Context: an optimization exercise on an open-source flow, tuned for small area. The choices shown serve that exercise and are no tape-out recipe. The RTL was checked by simulation tests, not by an equivalence proof against the original design. Power and IR drop assume default switching activity.

===== flow/design.v =====
module slpc (
    input  wire        clk,
    input  wire        rst_n,
    input  wire        bus_sel,
    input  wire        bus_we,
    input  wire [8:0]  bus_addr,
    input  wire [31:0] bus_wdata,
    output reg  [31:0] bus_rdata,
    input  wire        line_i,
    output wire        line_o
);
    localparam [2:0] OP_NOP = 3'h0, OP_WAIT_IDLE = 3'h1, OP_TX_SYNC = 3'h2,
                     OP_TX_BYTE = 3'h3, OP_TX_FRAME = 3'h4, OP_SEND = 3'h5,
                     OP_RECEIVE = 3'h6;
    localparam [2:0] PH_NONE = 3'd0, PH_IDLE = 3'd1, PH_TX = 3'd2,
                     PH_PAD = 3'd3, PH_RX = 3'd4;
    localparam [1:0] RX_WAITSYNC = 2'd0, RX_ACCUM = 2'd1, RX_DONE = 2'd2;
    localparam [1:0] SUB_WAIT_LOW = 2'd0, SUB_WAIT_EDGE = 2'd1, SUB_IN_PULSE = 2'd2;
    localparam [2:0] CL_NONE = 3'd0, CL_SYNC = 3'd1, CL_ONE = 3'd2,
                     CL_ZERO = 3'd3, CL_NOISE = 3'd4;
    reg          presc;
    reg          sync1, sync2;
    reg          drive_a;
    reg  [2:0]   cur_op;                   
    reg  [2:0]   phase;
    reg          line_st;
    reg          done, rx_timeout, idle_timeout, pad_early;
    reg          err_busy, err_op, err_len;
    reg  [31:0]  idle_cnt;
    reg          idle_ge;                  
    reg  [7:0]   arg_l;
    reg  [4:0]   len_l;                    
    reg  [15:0]  tmr;                      
    reg  [15:0]  sub;                      
    reg          tx_in_sync, tx_mark;
    reg  [7:0]   tx_pos;                   
    reg  [1:0]   rx_sub;
    reg  [15:0]  rx_width;
    reg  [4:0]   rx_count;
    reg  [1:0]   rx_state;
    reg  [2:0]   rx_bitidx;
    reg  [7:0]   rx_acc;
    reg  [15:0]  last_width;
    reg  [2:0]   last_class;
    reg  [7:0]   txbuf [0:31];
    reg  [7:0]   rxbuf [0:15];
    wire         busy = |cur_op;
    wire         tick = presc;
    wire         l_a  = ~sync2;
    assign line_o = ~(rst_n & drive_a);
    wire ph_idle = (phase == PH_IDLE);
    wire ph_tx   = (phase == PH_TX);
    wire ph_pad  = (phase == PH_PAD);
    wire ph_rx   = (phase == PH_RX);
    wire [32:0] idle_inc  = {1'b0, idle_cnt} + 33'd1;
    wire [31:0] idle_cnt_nx = l_a ? 32'd0 : (idle_inc[31:0] | {32{idle_inc[32]}});
    wire        idle_now  = ~l_a & (idle_ge | (idle_cnt[9:0] == 10'd999));
    wire        poll0     = (sub[3:0] == 4'd0);
    wire        poll9     = sub[3] & sub[0];
    wire        idle_total = (tmr & 16'd20000) == 16'd20000;
    wire        idle_end  = poll0 & (idle_now | idle_total);
    wire        idle_to   = poll0 & ~idle_now & idle_total;
    wire        gap_filled = (tmr >= 16'd29999);
    wire        rx_to     = (tmr & 16'd59999) == 16'd59999;
    wire        win_to    = (sub & 16'd54999) == 16'd54999;
    wire [4:0]  tx_byte = tx_pos[7:3];
    wire [2:0]  tx_bit  = ~tx_pos[2:0];
    wire [7:0]  tx_val  = (cur_op == OP_TX_BYTE) ? arg_l : txbuf[tx_byte];
    wire        tx_cur  = tx_val[tx_bit];
    wire        seg_599  = (sub & 16'd599)  == 16'd599;
    wire        seg_1199 = (sub & 16'd1199) == 16'd1199;
    wire        seg_2399 = (sub & 16'd2399) == 16'd2399;
    wire        tx_seg_end = !tx_mark ? seg_599 :
                             tx_in_sync ? seg_2399 :
                             tx_cur ? seg_1199 : seg_599;
    wire        tx_last_pos = (tx_pos[2:0] == 3'd7) &&
                              ((cur_op == OP_TX_BYTE) ? (tx_byte == 5'd0)
                                                      : (tx_byte + 5'd1 == len_l));
    wire        tx_last  = tx_seg_end && !tx_mark &&
                           (tx_in_sync ? (cur_op == OP_TX_SYNC) : tx_last_pos);
    wire        send_end = gap_filled || l_a;
    wire        pad_end = poll9 && (gap_filled || l_a);
    wire        rx_deliver = (rx_sub == SUB_IN_PULSE) && !l_a;
    function [2:0] classify(input [15:0] w);
        if (w >= 16'd2000 && w <= 16'd2880)      classify = CL_SYNC;
        else if (w >= 16'd1000 && w <= 16'd1440) classify = CL_ONE;
        else if (w >= 16'd500 && w <= 16'd720)   classify = CL_ZERO;
        else                                     classify = CL_NOISE;
    endfunction
    wire [2:0]  rx_class     = classify(rx_width);
    wire        rx_bit       = (rx_class == CL_ONE);
    wire        rx_accum     = rx_deliver && (rx_state == RX_ACCUM);
    wire        rx_byte_done = rx_accum && (rx_bitidx == 3'd7);
    wire        rx_to_done   = rx_byte_done && (rx_count + 5'd1 == len_l);
    wire        rx_end       = (rx_state == RX_DONE) || rx_to_done || rx_to;
    reg fin_ph;
    always @* begin
        case (phase)
            PH_IDLE: fin_ph = idle_end && (cur_op == OP_WAIT_IDLE);
            PH_TX:   fin_ph = tx_last && ((cur_op != OP_SEND) || send_end);
            PH_PAD:  fin_ph = pad_end;
            PH_RX:   fin_ph = rx_end;
            default: fin_ph = 1'b0;
        endcase
    end
    wire fin_tick  = tick && fin_ph;
    wire busy_post = busy && !fin_tick;
    wire [6:0]  waddr    = bus_addr[8:2];
    wire        wr       = bus_sel && bus_we;
    wire        wr_cmd   = wr && (waddr == 7'h00);
    wire        wr_stat  = wr && (waddr == 7'h01);
    wire        wr_txbuf = wr && (waddr[6:5] == 2'b10);
    wire [3:0]  c_op  = bus_wdata[3:0];
    wire [7:0]  c_arg = bus_wdata[15:8];
    wire [5:0]  c_len = bus_wdata[21:16];
    reg         c_len_ok;
    always @* begin
        case (c_op)
            4'h4:    c_len_ok = (c_len >= 6'd1) && (c_len <= 6'd32);
            4'h5:    c_len_ok = (c_len >= 6'd2) && (c_len <= 6'd4);
            4'h6:    c_len_ok = (c_len <= 6'd16);
            default: c_len_ok = 1'b1;
        endcase
    end
    wire        c_valid  = (c_op != 4'h0);
    wire        c_accept = wr_cmd && c_valid && !busy_post && (c_op < 4'h7) && c_len_ok;
    wire        rx_clr   = c_accept && (c_op == 4'h6);
    wire        txbuf_locked = busy_post && (cur_op == OP_TX_FRAME || cur_op == OP_SEND);
    wire        tx_we  = wr_txbuf && !txbuf_locked;
    wire [7:0]  tx_wd  = bus_wdata[7:0] & {8{rst_n}};
    wire        rx_we  = tick && ph_rx && rx_byte_done;
    wire        rx_zero = !rst_n || rx_clr;
    wire [7:0]  rx_wd  = {rx_acc[7:1], rx_bit} & {8{!rx_zero}};
    genvar gi;
    generate
        for (gi = 0; gi < 32; gi = gi + 1) begin : g_tx
            always @(posedge clk)
                if (!rst_n || (tx_we && waddr[4:0] == gi)) txbuf[gi] <= tx_wd;
        end
        for (gi = 0; gi < 16; gi = gi + 1) begin : g_rx
            always @(posedge clk)
                if (rx_zero || (rx_we && rx_count[3:0] == gi)) rxbuf[gi] <= rx_wd;
        end
    endgenerate
    always @(posedge clk) begin
        if (!rst_n) begin
            presc        <= 1'b0;
            sync1        <= 1'b1;
            sync2        <= 1'b1;
            drive_a      <= 1'b0;
            line_st      <= 1'b0;
            cur_op       <= OP_NOP;
            done         <= 1'b0;
            rx_timeout   <= 1'b0;
            idle_timeout <= 1'b0;
            pad_early    <= 1'b0;
            phase        <= PH_NONE;
            err_busy     <= 1'b0;
            err_op       <= 1'b0;
            err_len      <= 1'b0;
            idle_cnt     <= 32'd0;
            idle_ge      <= 1'b0;
            rx_count     <= 5'd0;
            rx_state     <= RX_WAITSYNC;
            rx_bitidx    <= 3'd0;
            rx_acc       <= 8'd0;
            last_width   <= 16'd0;
            last_class   <= CL_NONE;
        end else begin
            sync1 <= line_i;
            sync2 <= sync1;
            presc <= ~presc;
            if (tick) begin
                line_st  <= l_a;
                idle_cnt <= idle_cnt_nx;
                idle_ge  <= idle_now;
                drive_a  <= ph_tx && tx_mark;
                tmr      <= tmr + 16'd1;
                sub      <= sub + 16'd1;
                case (phase)
                    PH_IDLE: begin
                        if (poll9) sub <= 16'd0;
                        if (idle_end) begin
                            if (idle_to) idle_timeout <= 1'b1;
                            if (cur_op == OP_SEND) begin
                                phase      <= PH_TX;
                                tmr        <= 16'd0;
                                sub        <= 16'd0;
                                tx_in_sync <= 1'b1;
                                tx_mark    <= 1'b1;
                                tx_pos     <= 8'd0;
                            end
                        end
                    end
                    PH_TX: begin
                        if (tx_seg_end) begin
                            sub <= 16'd0;
                            if (tx_mark) begin
                                tx_mark <= 1'b0;
                            end else begin
                                tx_in_sync <= 1'b0;
                                tx_mark    <= 1'b1;
                                if (!tx_in_sync) tx_pos <= tx_pos + 8'd1;
                            end
                        end
                        if (tx_last && cur_op == OP_SEND) begin
                            if (!gap_filled && l_a) pad_early <= 1'b1;
                            if (!send_end) phase <= PH_PAD;
                        end
                    end
                    PH_PAD: begin
                        if (poll9) sub <= 16'd0;
                        if (poll9 && !gap_filled && l_a) pad_early <= 1'b1;
                    end
                    PH_RX: begin
                        case (rx_sub)
                            SUB_WAIT_LOW: begin
                                if (!l_a) rx_sub <= SUB_WAIT_EDGE;
                            end
                            SUB_WAIT_EDGE: begin
                                if (l_a) begin
                                    rx_sub   <= SUB_IN_PULSE;
                                    rx_width <= 16'd1;
                                end
                            end
                            default: begin
                                if (l_a) rx_width <= rx_width + 16'd1;
                                else     rx_sub   <= SUB_WAIT_EDGE;
                            end
                        endcase
                        if (rx_deliver) begin
                            sub        <= 16'd0;
                            last_width <= rx_width;
                            last_class <= rx_class;
                            if (rx_state == RX_WAITSYNC) begin
                                if (rx_class == CL_SYNC) rx_state <= RX_ACCUM;
                            end else if (rx_state == RX_ACCUM) begin
                                rx_bitidx <= rx_bitidx + 3'd1;
                                if (rx_bitidx == 3'd7) begin
                                    rx_count <= rx_count + 5'd1;
                                    rx_acc   <= 8'd0;
                                    if (rx_to_done) rx_state <= RX_DONE;
                                end else begin
                                    rx_acc[~rx_bitidx] <= rx_bit;
                                end
                            end
                        end else if (win_to) begin
                            rx_sub <= l_a ? SUB_WAIT_LOW : SUB_WAIT_EDGE;
                            sub    <= 16'd0;
                        end
                        if (!(rx_state == RX_DONE || rx_to_done) && rx_to)
                            rx_timeout <= 1'b1;
                    end
                    default: ;
                endcase
                if (fin_ph) begin
                    cur_op <= OP_NOP;
                    phase  <= PH_NONE;
                    done   <= 1'b1;
                end
            end
            if (wr_cmd && c_valid) begin
                if (busy_post)            err_busy <= 1'b1;
                else if (c_op >= 4'h7)    err_op   <= 1'b1;
                else if (!c_len_ok)       err_len  <= 1'b1;
            end
            if (c_accept) begin
                cur_op       <= c_op[2:0];
                done         <= 1'b0;
                rx_timeout   <= 1'b0;
                idle_timeout <= 1'b0;
                pad_early    <= 1'b0;
                arg_l        <= c_arg;
                len_l        <= c_len[4:0];
                tmr          <= 16'd0;
                sub          <= 16'd0;
                tx_in_sync   <= (c_op != 4'h3);
                tx_mark      <= 1'b1;
                tx_pos       <= 8'd0;
                case (c_op)
                    4'h1, 4'h5: phase <= PH_IDLE;
                    4'h2, 4'h3, 4'h4: phase <= PH_TX;
                    default: begin  
                        phase      <= PH_RX;
                        rx_count   <= 5'd0;
                        rx_bitidx  <= 3'd0;
                        rx_acc     <= 8'd0;
                        rx_state   <= (c_len == 6'd0) ? RX_DONE : RX_WAITSYNC;
                        rx_sub     <= SUB_WAIT_LOW;
                        last_width <= 16'd0;
                        last_class <= CL_NONE;
                    end
                endcase
            end
            if (wr_stat) begin
                if (bus_wdata[16]) err_busy <= 1'b0;
                if (bus_wdata[17]) err_op   <= 1'b0;
                if (bus_wdata[18]) err_len  <= 1'b0;
            end
            if (wr_txbuf && txbuf_locked) err_busy <= 1'b1;
        end
    end
    always @* begin
        bus_rdata = 32'd0;
        if (bus_sel && !bus_we) begin
            case (waddr)
                7'h01: bus_rdata = {13'd0, err_len, err_op, err_busy, 1'b0, phase,
                                    pad_early, idle_timeout, rx_timeout, done,
                                    1'b0, cur_op, 1'b0, idle_ge, line_st, busy};
                7'h02: bus_rdata = {8'd0, rx_acc, 1'b0, rx_bitidx, 2'd0, rx_state,
                                    3'd0, rx_count};
                7'h03: bus_rdata = idle_cnt;
                7'h04: bus_rdata = 32'd2400;
                7'h05: bus_rdata = 32'd1200;
                7'h06: bus_rdata = 32'd600;
                7'h07: bus_rdata = 32'd600;
                7'h08: bus_rdata = 32'd30000;
                7'h09: bus_rdata = 32'd1000;
                7'h0A: bus_rdata = 32'd10;
                7'h0B: bus_rdata = 32'd20000;
                7'h0C: bus_rdata = 32'd55000;
                7'h0D: bus_rdata = 32'd60000;
                7'h0E: bus_rdata = {16'd2880, 16'd2000};
                7'h0F: bus_rdata = {16'd1440, 16'd1000};
                7'h10: bus_rdata = {16'd720, 16'd500};
                7'h12: bus_rdata = {13'd0, last_class, last_width};
                default: begin
                    if (waddr[6:5] == 2'b10)
                        bus_rdata = {24'd0, txbuf[waddr[4:0]]};
                    else if (waddr[6:4] == 3'b110)
                        bus_rdata = {24'd0, rxbuf[waddr[3:0]]};
                end
            endcase
        end
    end
endmodule

===== flow/run.sh =====
#!/bin/bash
# synth_recipe.tcl (not shown) runs the flow's synth.tcl, then flattens the netlist and writes it again
# the make line also repeats each setting of config.mk as NAME=value (left out here)
make -C /OpenROAD-flow-scripts/flow DESIGN_CONFIG=/design/flow/config.mk WORK_HOME=/design/flow/orfs CLKGATE_MAP_FILE= SYNTH_SCRIPT=/design/flow/synth_recipe.tcl finish

===== flow/config.mk =====
export PLATFORM = sky130hd
export DESIGN_NAME = slpc
export DESIGN_NICKNAME = slpc
export VERILOG_FILES = /design/flow/design.v
export SDC_FILE = /design/flow/constraint.sdc
export NUM_CORES = 4
export LEC_CHECK = 0
export CAP_MARGIN = 20
export CORE_MARGIN = 2
export CORE_UTILIZATION = 40
export SLEW_MARGIN = 20

===== flow/constraint.sdc =====
create_clock -name core_clock -period 10.0 [get_ports {clk}]
set_input_delay 2.0000 -clock core_clock [delete_from_list [all_inputs] [get_ports {clk}]]
set_output_delay 2.0000 -clock core_clock [all_outputs]
set_load 0.01 [all_outputs]

==> flow_summary_export.csv <==
group,metric,value,unit
timing,hold_violations,0,
routing,wl_per_cell,31.87,um
clock_tree,cts-resized-gates,0,
routing,drtPass1Iterations,6,
layout,seq_area,0.01548,sq mm
logic_synthesis,netlist_instances,2420,
worst_hold_path,hold_class,"flop to flop",
clock_tree,cts_sinks,545,
setup_path,crit_family,"buffers and inverters",
timing,fin_hold_ws,0.4189,ns
logic_synthesis,avgSynthCellArea,11.13,sq um
layout,area_growth,14.54,%
layout,layout_common_cells,"457 x edfxtp_1, 224 x nand2_1, 186 x nor2_1",
routing,vias,22850,
logic_synthesis,synth_enable_flop_cells,457,
layout,drive_gt1_share,11.54,%
logic_synthesis,ys_warn_count,3,
die,rows,95,
setup_path,cp.arrival,6.82,ns
routing,drt.antenna.violating_nets,0,
timing,finalSetupViolCount,0,
timing,skew,0.04029,ns
grt,first_global_vias,21530,
layout,nets,2557,
timing,tns,0,ns
pwr,powerDensity,170.0,mW/mm^2
logic_synthesis,dominantRegCellSynth,"edfxtp_1",
setup_path,critPathSlowestCell,"clkdlybuf4s50_1",
grt,grt.total_usage,30.50,%
outcome,outcome,"complete, no violations",
die,die_x,263.5,um
die,dieHeight,263.5,um
setup_path,end_kind,"output pin",
place,place_ws,1.430,ns
worst_hold_path,holdPathStages,1,
setup_path,crit_type,"primary input to output pin",
timing,fin_crit_sh,88.24,%
die,start_util,40.26,%
grt,antenna_found_initial,5,
die,core_area,0.06692,sq mm
clock_tree,cts_max_level,2,
die,pin_count,79,
routing,drc,0,
routing,dr.first_iter.drc_count,3678,
logic_synthesis,syn_nets,2489,
timing,layout_setup_ws,1.176,ns
clock_tree,cts_buffer_depth,3,
place,place_congestion,1.025,
place,numPortBuffers,66,
clock_tree,cts_tree,"built",
setup_path,cpPeakStageDelay,0.98,ns
clock_tree,clock_latency,0.66,ns
timing,max_freq,0.1133,GHz
logic_synthesis,synth-seq-cells,545,
timing,slew_viol_final,0,
setup_path,cp.required,8.00,ns
die,dieArea,0.06945,sq mm
pwr,p_leak,10.21,nW
clock_tree,post_cts_buffers,0,
setup_path,reg2reg_depth,15,
logic_synthesis,syn_area,0.02694,sq mm
setup_path,cp.buffers_inverters,3,
timing,slew_headroom,15.66,%
grt,overflow,0,
clock_tree,cts_root_buf,"clkbuf_16",
setup_path,worst-path-max-fanout,18,
grt,grt_max_degree,69,
timing,rsz0062_at_grt,"false",
setup_path,crit_cells,11,
clock_tree,clk_pin_slew,0.06,ns
logic_synthesis,ys_types,91,
flow_run,cap_violations,0,
grt,grt_pass1_wl,153.9,mm
timing,min_period,8.824,ns
pwr,ir_drop,129.3,uV
routing,via_per_inst,6.694,
layout,layout_commonest_cell,"edfxtp_1",
place,dp_hpwl,74.03,mm
setup_path,startpoint_type,"primary input",
layout,multi_input_area,0.01068,sq mm
layout,fillers,6066,
setup_path,path_cells,"clkdlybuf4s50_1 -> nand2b_1 -> nor2_2 -> buf_4 -> a2111oi_0 -> a31oi_1 -> a2111oi_0 -> nand2_1 -> o211ai_1 -> a31oi_1 -> clkdlybuf4s50_1",
logic_synthesis,async_flop_share,0,%
timing,worst_slew_pin_slew,1.265,ns
clock_tree,cts_made_buffers,58,
logic_synthesis,yosysSeqAreaShare,57.47,%
clock_tree,cts_hold_buf,0,
routing,drt_wl_total,108.8,mm
==> synthesized netlist by cell type, types with 8 or more instances <==
| library cell | count | area (sq um) |
|---|---|---|
| edfxtp_1 | 457 | 13720 |
| nand2_1 | 224 | 840.8 |
| nor2_1 | 191 | 716.9 |
| a22oi_1 | 135 | 1013 |
| o21ai_0 | 119 | 595.6 |
| clkbuf_1 | 118 | 442.9 |
| a21oi_1 | 109 | 545.5 |
| nand3_1 | 96 | 480.5 |
| dfxtp_1 | 88 | 1762 |
| nand4_1 | 49 | 306.5 |
| nor3_1 | 48 | 240.2 |
| and3_1 | 46 | 287.8 |
| inv_1 | 46 | 172.7 |
| a31oi_1 | 42 | 262.8 |
| xnor2_1 | 40 | 350.3 |
| a221oi_1 | 38 | 332.8 |
| a22o_1 | 32 | 280.3 |
| a32oi_1 | 31 | 271.5 |
| mux2_2 | 29 | 326.6 |
| buf_2 | 28 | 140.1 |
| xor2_1 | 26 | 227.7 |
| mux2i_1 | 24 | 240.2 |
| ha_1 | 23 | 287.8 |
| nand2b_1 | 22 | 137.6 |
| nor2b_1 | 20 | 125.1 |
| and2_1 | 19 | 118.9 |
| a211oi_1 | 17 | 127.6 |
| nor4_1 | 17 | 106.4 |
| o311a_1 | 17 | 170.2 |
| o221ai_1 | 16 | 140.1 |
| a222oi_1 | 15 | 150.1 |
| o211ai_1 | 14 | 105.1 |
| o31ai_1 | 14 | 105.1 |
| nor3b_1 | 13 | 97.59 |
| buf_6 | 12 | 135.1 |
| and3b_1 | 11 | 96.34 |
| o2111ai_1 | 11 | 96.34 |
| or3_1 | 10 | 62.56 |
| o22ai_1 | 9 | 56.30 |
| or2_2 | 9 | 56.30 |
| buf_1 | 8 | 30.03 |
| nand3b_1 | 8 | 60.06 |
==> final timing paths <==
kind,startpoint,end,slack [ns]
setup / recovery,bus_addr[3],bus_rdata[2],1.18
setup reg to reg,tx_pos[3],tx_pos[5],3.90
hold / removal,sync1,sync2,0.42
hold reg to reg,sync1,sync2,0.42
==> state kept, by name, summed over array words and instances, names as in the netlist, 5 cells and up <==
signal / cells
arg_l: 8
idle_cnt: 32
last_width: 16
len_l: 5
rx_acc: 8
rx_count: 5
rx_width: 16
rxbuf: 128
sub: 16
tmr: 16
tx_pos: 8
txbuf: 256
==> cell type report <==
class                           count  share of cell area, %
Clock inverter                     41                  1.427
Timing Repair Buffer              176                  4.797
Antenna cell                        3                0.02433
Multi-Input combinational cell   1659                  34.61
Inverter                           48                 0.5839
Clock buffer                       69                  4.837
Sequential cell                   545                  50.18
Tap cell                          873                  3.540
==> where the power goes <==
part	total (mW)	internal, mW	switching [mW]
Sequential	2.68	2.60	0.0814
Combinational	0.334	0.0981	0.236
Clock	2.23	1.30	0.937
==> layer usage <==
metal	GRT usage, %	routed length [um]	share of wire (%)
met5	0	47	0.043
met3	6.697	12610	12
met1	40.22	41100	38
met4	19.66	8430	7.7
met2	45.42	46610	43
==> per-stage QoR <==
step                      utilization [%]  total power [mW]  std cells  cell area [sq um]
after CTS                           46.07             5.245       3411              30830
after detailed placement            43.18             3.042       3301              28890
after global routing                46.10             5.368       3411              30850
after floorplan                         -             2.853       2420              26940
after global placement              43.12             3.035       3297              28860
final                               46.11             5.246       3414              30860
==> kinds of logic (layout without fill, tap and decap cells) <==
family,after synthesis,after routing,synth area share [%]
buf+inv,216,334,3.502
compound gates,700,700,18.55
fa+ha+maj,23,23,1.068
mux,57,57,2.382
simple gates,813,813,14.87
xor+xnor,66,66,2.146
flops,545,545,57.47
other cells,0,3,0

==> re-timing with driven ports <==
The flow's constraints put no driver on any port. The routed layout listed below was extracted and timed again, unchanged, in two steps. Step 1: set_driving_cell puts a clkbuf_16 on clk and a buf_2 on each other input, an assumption about the parent block. Step 2 moves the port delays by t, midway between the first and last clock arrival at a register: inputs arrive t later, outputs are due t later. That takes back most of the time a late clock gives input paths. a / b / c = ideal / step 1 / step 2; a / b = the first two.
t (ns): 0.702
slack for setup (ns): 1.176 / 1.071 / 1.071
worst setup path after step 2: input to output
clock arrival spread, ns: 0.042 / 0.042
worst data-port slew with drivers (ns): 0.11
After both steps this run still meets setup and hold. The setup slack of this run moves by -0.105 ns with the drivers and by -0.105 ns with both steps.
